Context: an optimization exercise on an open-source flow, tuned for small area, a short achievable clock period and few clock cycles per item. The choices shown serve that exercise and are no tape-out recipe. Function not checked in this run: the RTL went through the layout flow alone.

==> design/flow/design.v <==
module sha512_core (
    input  wire         clk,
    input  wire         rst,
    input  wire         in_valid,
    output wire         in_ready,
    input  wire [63:0]  in_data,
    input  wire         in_first,
    input  wire         in_last,
    output wire         out_valid,
    output wire [511:0] out_digest
);
    localparam [63:0] IV0 = 64'h6a09e667f3bcc908;
    localparam [63:0] IV1 = 64'hbb67ae8584caa73b;
    localparam [63:0] IV2 = 64'h3c6ef372fe94f82b;
    localparam [63:0] IV3 = 64'ha54ff53a5f1d36f1;
    localparam [63:0] IV4 = 64'h510e527fade682d1;
    localparam [63:0] IV5 = 64'h9b05688c2b3e6c1f;
    localparam [63:0] IV6 = 64'h1f83d9abfb41bd6b;
    localparam [63:0] IV7 = 64'h5be0cd19137e2179;
    reg        busy;           
    reg [6:0]  j;              
    reg [3:0]  nw;             
    reg [3:0]  ph;             
    reg        nf, nl;         
    reg        cf, cl;         
    reg        out_valid_q;
    reg [63:0] w [0:15];                        
    reg [63:0] a, b, c, d, e, f, g, h;          
    reg [63:0] hkw;                             
    reg [63:0] r0, r1, r2, r3, r4, r5, r6, r7;  
    function [63:0] rotr(input [63:0] x, input integer n);
        rotr = (x >> n) | (x << (64 - n));
    endfunction
    function [63:0] bsig0(input [63:0] x);
        bsig0 = rotr(x, 28) ^ rotr(x, 34) ^ rotr(x, 39);
    endfunction
    function [63:0] bsig1(input [63:0] x);
        bsig1 = rotr(x, 14) ^ rotr(x, 18) ^ rotr(x, 41);
    endfunction
    function [63:0] ssig0(input [63:0] x);
        ssig0 = rotr(x, 1) ^ rotr(x, 8) ^ (x >> 7);
    endfunction
    function [63:0] ssig1(input [63:0] x);
        ssig1 = rotr(x, 19) ^ rotr(x, 61) ^ (x >> 6);
    endfunction
    function [63:0] csa_s(input [63:0] x, input [63:0] y, input [63:0] z);
        csa_s = x ^ y ^ z;
    endfunction
    function [63:0] csa_c(input [63:0] x, input [63:0] y, input [63:0] z);
        csa_c = {(x[62:0] & y[62:0]) | (x[62:0] & z[62:0]) | (y[62:0] & z[62:0]), 1'b0};
    endfunction
    reg [63:0] kt;
    always @(*) begin
        case (j)
            7'd0: kt = 64'h7137449123ef65cd;
            7'd1: kt = 64'hb5c0fbcfec4d3b2f;
            7'd2: kt = 64'he9b5dba58189dbbc;
            7'd3: kt = 64'h3956c25bf348b538;
            7'd4: kt = 64'h59f111f1b605d019;
            7'd5: kt = 64'h923f82a4af194f9b;
            7'd6: kt = 64'hab1c5ed5da6d8118;
            7'd7: kt = 64'hd807aa98a3030242;
            7'd8: kt = 64'h12835b0145706fbe;
            7'd9: kt = 64'h243185be4ee4b28c;
            7'd10: kt = 64'h550c7dc3d5ffb4e2;
            7'd11: kt = 64'h72be5d74f27b896f;
            7'd12: kt = 64'h80deb1fe3b1696b1;
            7'd13: kt = 64'h9bdc06a725c71235;
            7'd14: kt = 64'hc19bf174cf692694;
            7'd15: kt = 64'he49b69c19ef14ad2;
            7'd16: kt = 64'hefbe4786384f25e3;
            7'd17: kt = 64'h0fc19dc68b8cd5b5;
            7'd18: kt = 64'h240ca1cc77ac9c65;
            7'd19: kt = 64'h2de92c6f592b0275;
            7'd20: kt = 64'h4a7484aa6ea6e483;
            7'd21: kt = 64'h5cb0a9dcbd41fbd4;
            7'd22: kt = 64'h76f988da831153b5;
            7'd23: kt = 64'h983e5152ee66dfab;
            7'd24: kt = 64'ha831c66d2db43210;
            7'd25: kt = 64'hb00327c898fb213f;
            7'd26: kt = 64'hbf597fc7beef0ee4;
            7'd27: kt = 64'hc6e00bf33da88fc2;
            7'd28: kt = 64'hd5a79147930aa725;
            7'd29: kt = 64'h06ca6351e003826f;
            7'd30: kt = 64'h142929670a0e6e70;
            7'd31: kt = 64'h27b70a8546d22ffc;
            7'd32: kt = 64'h2e1b21385c26c926;
            7'd33: kt = 64'h4d2c6dfc5ac42aed;
            7'd34: kt = 64'h53380d139d95b3df;
            7'd35: kt = 64'h650a73548baf63de;
            7'd36: kt = 64'h766a0abb3c77b2a8;
            7'd37: kt = 64'h81c2c92e47edaee6;
            7'd38: kt = 64'h92722c851482353b;
            7'd39: kt = 64'ha2bfe8a14cf10364;
            7'd40: kt = 64'ha81a664bbc423001;
            7'd41: kt = 64'hc24b8b70d0f89791;
            7'd42: kt = 64'hc76c51a30654be30;
            7'd43: kt = 64'hd192e819d6ef5218;
            7'd44: kt = 64'hd69906245565a910;
            7'd45: kt = 64'hf40e35855771202a;
            7'd46: kt = 64'h106aa07032bbd1b8;
            7'd47: kt = 64'h19a4c116b8d2d0c8;
            7'd48: kt = 64'h1e376c085141ab53;
            7'd49: kt = 64'h2748774cdf8eeb99;
            7'd50: kt = 64'h34b0bcb5e19b48a8;
            7'd51: kt = 64'h391c0cb3c5c95a63;
            7'd52: kt = 64'h4ed8aa4ae3418acb;
            7'd53: kt = 64'h5b9cca4f7763e373;
            7'd54: kt = 64'h682e6ff3d6b2b8a3;
            7'd55: kt = 64'h748f82ee5defb2fc;
            7'd56: kt = 64'h78a5636f43172f60;
            7'd57: kt = 64'h84c87814a1f0ab72;
            7'd58: kt = 64'h8cc702081a6439ec;
            7'd59: kt = 64'h90befffa23631e28;
            7'd60: kt = 64'ha4506cebde82bde9;
            7'd61: kt = 64'hbef9a3f7b2c67915;
            7'd62: kt = 64'hc67178f2e372532b;
            7'd63: kt = 64'hca273eceea26619c;
            7'd64: kt = 64'hd186b8c721c0c207;
            7'd65: kt = 64'heada7dd6cde0eb1e;
            7'd66: kt = 64'hf57d4f7fee6ed178;
            7'd67: kt = 64'h06f067aa72176fba;
            7'd68: kt = 64'h0a637dc5a2c898a6;
            7'd69: kt = 64'h113f9804bef90dae;
            7'd70: kt = 64'h1b710b35131c471b;
            7'd71: kt = 64'h28db77f523047d84;
            7'd72: kt = 64'h32caab7b40c72493;
            7'd73: kt = 64'h3c9ebe0a15c9bebc;
            7'd74: kt = 64'h431d67c49c100d4c;
            7'd75: kt = 64'h4cc5d4becb3e42b6;
            7'd76: kt = 64'h597f299cfc657e2a;
            7'd77: kt = 64'h5fcb6fab3ad6faec;
            7'd78: kt = 64'h6c44198c4a475817;
            7'd79: kt = 64'h428a2f98d728ae22;
            default: kt = 64'h0;
        endcase
    end
    wire j77 = (j == 7'd77);
    wire j78 = (j == 7'd78);
    wire j79 = (j == 7'd79);
    wire win = ~busy | (j >= 7'd64);          
    assign in_ready = win & ((nw == 4'd0) | (ph == 4'd0));
    wire acc   = in_valid & in_ready;
    wire last_word = (nw == 4'd15);
    wire pre   = last_word & in_ready;        
    wire start = acc & last_word;
    wire [63:0] s1e = bsig1(e);
    wire [63:0] s0a = bsig0(a);
    wire [63:0] ch  = (e & f) ^ (~e & g);
    wire [63:0] maj = (a & b) ^ (a & c) ^ (b & c);
    wire [63:0] fa  = j79 ? r0 : 64'd0;
    wire [63:0] fe  = j79 ? r4 : 64'd0;
    wire [63:0] x1s = csa_s(hkw, s1e, ch);
    wire [63:0] x1c = csa_c(hkw, s1e, ch);
    wire [63:0] x2s = csa_s(s0a, maj, fa);
    wire [63:0] x2c = csa_c(s0a, maj, fa);
    wire [63:0] x3s = csa_s(x1s, x1c, x2s);
    wire [63:0] x3c = csa_c(x1s, x1c, x2s);
    wire [63:0] x4s = csa_s(x3s, x3c, x2c);
    wire [63:0] x4c = csa_c(x3s, x3c, x2c);
    wire [63:0] na  = x4s + x4c;
    wire [63:0] y3s = csa_s(x1s, x1c, d);
    wire [63:0] y3c = csa_c(x1s, x1c, d);
    wire [63:0] y4s = csa_s(y3s, y3c, fe);
    wire [63:0] y4c = csa_c(y3s, y3c, fe);
    wire [63:0] ne  = y4s + y4c;
    wire [63:0] hn  = last_word ? (nf ? IV7 : r7) : g;
    wire [63:0] p1s = csa_s(hn, kt, w[1]);
    wire [63:0] p1c = csa_c(hn, kt, w[1]);
    wire [63:0] hkw_next = p1s + p1c;
    wire [63:0] q1s = csa_s(ssig1(w[14]), w[9], ssig0(w[1]));
    wire [63:0] q1c = csa_c(ssig1(w[14]), w[9], ssig0(w[1]));
    wire [63:0] q2s = csa_s(q1s, q1c, w[0]);
    wire [63:0] q2c = csa_c(q1s, q1c, w[0]);
    wire [63:0] w_next = q2s + q2c;
    wire [63:0] ra  = (j77 ? r3 : j78 ? r2 : r1) + a;
    wire [63:0] re  = (j77 ? r7 : j78 ? r6 : r5) + e;
    assign out_valid  = out_valid_q;
    assign out_digest = {r0, r1, r2, r3, r4, r5, r6, r7};
    integer i;
    always @(posedge clk) begin
        for (i = 0; i < 15; i = i + 1) w[i] <= w[i + 1];
        if (busy && !j[6])
            w[15] <= w_next;
        else if (acc)
            w[15] <= in_data;
        else
            w[15] <= w[0];
        hkw <= hkw_next;
        if (pre) begin
            if (nf)
                {a, b, c, d, e, f, g, h} <= {IV0, IV1, IV2, IV3, IV4, IV5, IV6, IV7};
            else if (busy)
                {a, b, c, d, e, f, g, h} <= {na, ra, r2, r3, ne, re, r6, r7};
            else
                {a, b, c, d, e, f, g, h} <= {r0, r1, r2, r3, r4, r5, r6, r7};
        end else begin
            {b, c, d} <= {a, b, c};
            {f, g, h} <= {e, f, g};
            a <= na;
            e <= ne;
        end
        if (busy) begin
            if (j77) begin r3 <= ra; r7 <= re; end
            if (j78) begin r2 <= ra; r6 <= re; end
            if (j79) begin r1 <= ra; r5 <= re; r0 <= na; r4 <= ne; end
            if (j == 7'd0 && cf)
                {r0, r1, r2, r3, r4, r5, r6, r7} <= {IV0, IV1, IV2, IV3, IV4, IV5, IV6, IV7};
        end
        if (acc && nw == 4'd0) begin
            nf <= in_first;
            nl <= in_last;
        end
        if (start) begin
            cf <= nf;
            cl <= nl;
        end
        if (rst) begin
            busy        <= 1'b0;
            j           <= 7'd79;
            nw          <= 4'd0;
            ph          <= 4'd0;
            out_valid_q <= 1'b0;
        end else begin
            out_valid_q <= busy & j79 & cl;
            ph <= acc ? 4'd0 : ph + 4'd1;
            if (acc) nw <= nw + 4'd1;
            if (start) begin
                busy <= 1'b1;
                j    <= 7'd0;
            end else if (busy) begin
                if (j79) busy <= 1'b0;
                else     j <= j + 7'd1;
            end
        end
    end
endmodule
==> design/flow/run.sh <==
#!/bin/bash
# synth_recipe.tcl (not shown) runs the flow's synth.tcl, then flattens the netlist and writes it again
# the make line also repeats each setting of config.mk as NAME=value (left out here)
make -C /OpenROAD-flow-scripts/flow DESIGN_CONFIG=/design/flow/config.mk WORK_HOME=/design/flow/orfs CLKGATE_MAP_FILE= SYNTH_SCRIPT=/design/flow/synth_recipe.tcl finish
==> design/flow/config.mk <==
export PLATFORM = sky130hd
export DESIGN_NAME = sha512_core
export DESIGN_NICKNAME = sha512_core
export VERILOG_FILES = /design/flow/design.v
export SDC_FILE = /design/flow/constraint.sdc
export NUM_CORES = 4
export LEC_CHECK = 0
export CAP_MARGIN = 20
export CORE_MARGIN = 2
export CORE_UTILIZATION = 40
export PLACE_DENSITY = 0.6
export SETUP_SLACK_MARGIN = 4
export SLEW_MARGIN = 20
export SYNTH_MEMORY_MAX_BITS = 16384
==> design/flow/constraint.sdc <==
create_clock -name core_clock -period 10.0 [get_ports {clk}]
set_input_delay 2.0000 -clock core_clock [delete_from_list [all_inputs] [get_ports {clk}]]
set_output_delay 2.0000 -clock core_clock [all_outputs]
set_load 0.01 [all_outputs]
==> run summary <==
## final cells by class
type	instances	area, sq um	area share (%)
multi-input combinational	7596	58540	45.20
sequential	2069	46750	36.09
timing repair buffer	989	9816	7.579
clock buffer	296	6287	4.855
tap	3533	4420	3.413
inverter	629	2394	1.848
clock inverter	116	1270	0.9806
antenna	14	35.03	0.02705
## sequential cells by signal, indices dropped and copies added, names as in the netlist, 4 cells and up
signal  count
r0         64
nw          4
j           7
r7         64
b          64
r3         64
w        1024
ph          4
e          64
d          64
r6         64
f          64
r5         64
r2         64
hkw        64
c          64
a          64
r4         64
g          64
r1         64
## worst max-delay path: cells and delay by family, from the launching register on
kind	cells	cell delay, ns
AO/OA/AOI/OAI	13	3.54
buffers and inverters	3	0.75
adder cells (fa/ha/maj)	2	0.74
AND/OR/NAND/NOR	2	0.69
flip-flops	1	0.46
XOR/XNOR	1	0.15
## timing repair
| item | in CTS | in global routing |
|---|---|---|
| setup buffers | 77 | 123 |
| cloned | 4 | 7 |
| pin swaps | 105 | 140 |
| endpoints found under the setup margin | 579 | 229 |
| hold buffers | 0 | 0 |
| gates resized for setup | 438 | 369 |
## final timing paths
path | from | end | slack (ns) | depth (start not counted)
worst min register to register | w[12][3]$_DFF_P_ | w[11][3]$_DFF_P_ | 0.30 | 0
worst max-delay path | j[0]$_SDFFE_PP1P_ | hkw[61]$_DFF_P_ | 3.57 | 21
worst max register to register | j[0]$_SDFFE_PP1P_ | hkw[61]$_DFF_P_ | 3.57 | 21
worst min-delay path | w[12][3]$_DFF_P_ | w[11][3]$_DFF_P_ | 0.30 | 0
## cell families after synthesis
group | Yosys count | share of synthesized area [%]
multiplexers | 210 | 2.055
flip-flops | 2069 | 43.54
AO/OA/AOI/OAI | 2648 | 15.10
adder cells (fa/ha/maj) | 991 | 15.52
AND/OR/NAND/NOR | 2863 | 11.95
XOR/XNOR | 883 | 7.235
buffers and inverters | 1306 | 4.596
## cell usage in the layout (no fill, tap or decap), drive strengths merged, types with 112 or more instances in the layout
| master | synthesis | final |
|---|---|---|
| mux2i | 151 | 151 |
| edfxtp | 516 | 516 |
| a21oi | 744 | 744 |
| ha | 406 | 406 |
| nand2 | 1419 | 1419 |
| buf | 62 | 396 |
| fa | 566 | 566 |
| a21o | 303 | 303 |
| clkbuf | 615 | 304 |
| o21ai | 855 | 855 |
| xor2 | 211 | 211 |
| inv | 628 | 652 |
| nor2 | 642 | 642 |
| dfxtp | 1553 | 1553 |
| a31oi | 112 | 112 |
| clkdlybuf4s50 | 0 | 582 |
| xnor2 | 672 | 672 |
## per-layer routing
metal / GRT usage (%) / part of all wire, % / routed length [um] / up-vias
met5: 0 / 0.021 / 106 / -
met4: 17.13 / 5.7 / 29270 / 14
met3: 8.458 / 10 / 53070 / 1072
met2: 53.54 / 42 / 215600 / 5203
met1: 50.22 / 42 / 212300 / 44900
li1: - / - / - / 38550
==> results_dict.tcl <==
set metrics [dict create \
    drv_slew 0 \
    cpPeakStageDelay_ns 1.12 \
    cts_sinks 2069 \
    whs_ns 0.2957 \
    design_area_sq_um 129500 \
    async_flop_share_pct 0 \
    cts_tree "built" \
    root_buffer "clkbuf_16" \
    final_cells 15240 \
    syn_avg_cell_area_sq_um 9.753 \
    maxSlewHeadroom_pct 15.62 \
    clkSlewWorstSetupHoldPaths_ns 0.07 \
    hold_violations 0 \
    path_class "reg -> reg" \
    syn_to_final_growth_pct 21.05 \
    antenna_found_initial 31 \
    drv_cap 0 \
    cts_buffers 225 \
    wl_mm 510.3 \
    clock_path_buffers 4 \
    netlist_area_sq_um 107000 \
    htree_levels 4 \
    synth_most_common_cell "dfxtp_1" \
    grt_usage_pct 36.33 \
    synth_flop_cell "dfxtp_1" \
    crit_path_frequent_cell "a21o_1" \
    drt_iter0_markers 11010 \
    synth_area_leader_cell "dfxtp_1" \
    dieArea_sq_um 271600 \
    rows 189 \
    pre_cts_ws_ns 2.016 \
    synth_seq_cells 2069 \
    die_width_um 521.2 \
    routedWlPerCell_um 33.48 \
    ys_seq_area_share_pct 43.54 \
    drc 0 \
    clock.fmax_ghz 0.1554 \
    syn-num-nets 12010 \
    routabilityCongestion 1.043 \
    portBuffers 582 \
    status "no timing/DRC/antenna violations" \
    finalSetupViolCount 0 \
    yosysWarnings 2 \
    synth_cells 10970 \
    gr-total-overflow 0 \
    ant_nets 0 \
    fin_ws_ns 3.566 \
    hold_class "reg -> reg" \
    cp_max_fo 25 \
    yosysUniqueCellTypes 104 \
    vias_per_cell 5.888 \
    finalNetCount 12550 \
    period_minus_slack_ns 6.434 \
    critPathLaunchType "register" \
    final.period_utilization_pct 64.34 \
    arrival_ns 7.27 \
    place_area_sq_um 116500 \
    rsz0062_at_grt "true" \
    critPathCaptureType "register" \
    setup_tns_ns 0 \
    clock_latency_ns 0.94 \
    slowest_stage "o21ai_0" \
    first_global_vias 85280 \
    synth-edff-count 516 \
    grt_pass1_wl_mm 691.3 \
    dp_hpwl_mm 392.7 \
    finClkSkew_ns 0.1403 \
    drive_gt1_share_pct 12.11 \
    num_vias 89740 \
    coreArea_sq_um 265600 \
    grt_max_degree 175 \
    start_util_pct 40.29 \
    firstDrtPassIters 6 \
    die-height_um 521.2 \
    utilization_pct 48.77 \
    tightest_slew_ns 1.252 \
    num-fill-cells 24620 \
    crit_chain "buf_4, nand2_1, o21ai_0, o21ai_0, a21oi_1, o22a_1, fa_1, inv_1, ha_1, a21o_1, a21o_1, a21o_1, a32o_2, nor2_4, o31ai_2, o41ai_2, buf_4, o21a_1, o21bai_1, a21oi_1, xnor2_1" \
    dp_cells 14610 \
    synthTopCellsByArea "dfxtp_1 29%, edfxtp_1 14%, fa_1 11%" \
    cp.required_ns 10.84 \
    boundaryPins 583 \
    yosys-top-cells-count "1,553 x dfxtp_1, 1,419 x nand2_1, 795 x o21ai_0" \
    synth_top_cell_area_share_pct 29.06 \
]

port drivers added, routing unchanged:
No port has a modelled driver above. Below, the same layout with a new extraction and two added sets of constraints.
Step 1 sets driving cells, clkbuf_16 on the clock port and buf_2 on the other inputs (assumed; they add their load-dependent delay and slew).
Step 2 times the ports against the registers' clock, not the clock port: input delays grow and output delays shrink by t, the midpoint of the rising clock arrivals with the driver on.
Three values: ideal ports, drivers, drivers and shift; two values: the first two.
t, ns: 0.968
slack for setup (ns): 3.566 / 3.566 / 3.566
worst hold slack (ns): 0.296 / 0.296 / 0.296
latest minus earliest clock arrival (ns): 0.153 / 0.153
pins driven straight from the clock port: 1
After both steps setup and hold are still met in this run. The setup slack of this run moves by 0.000 ns with the drivers and by 0.000 ns with both steps.
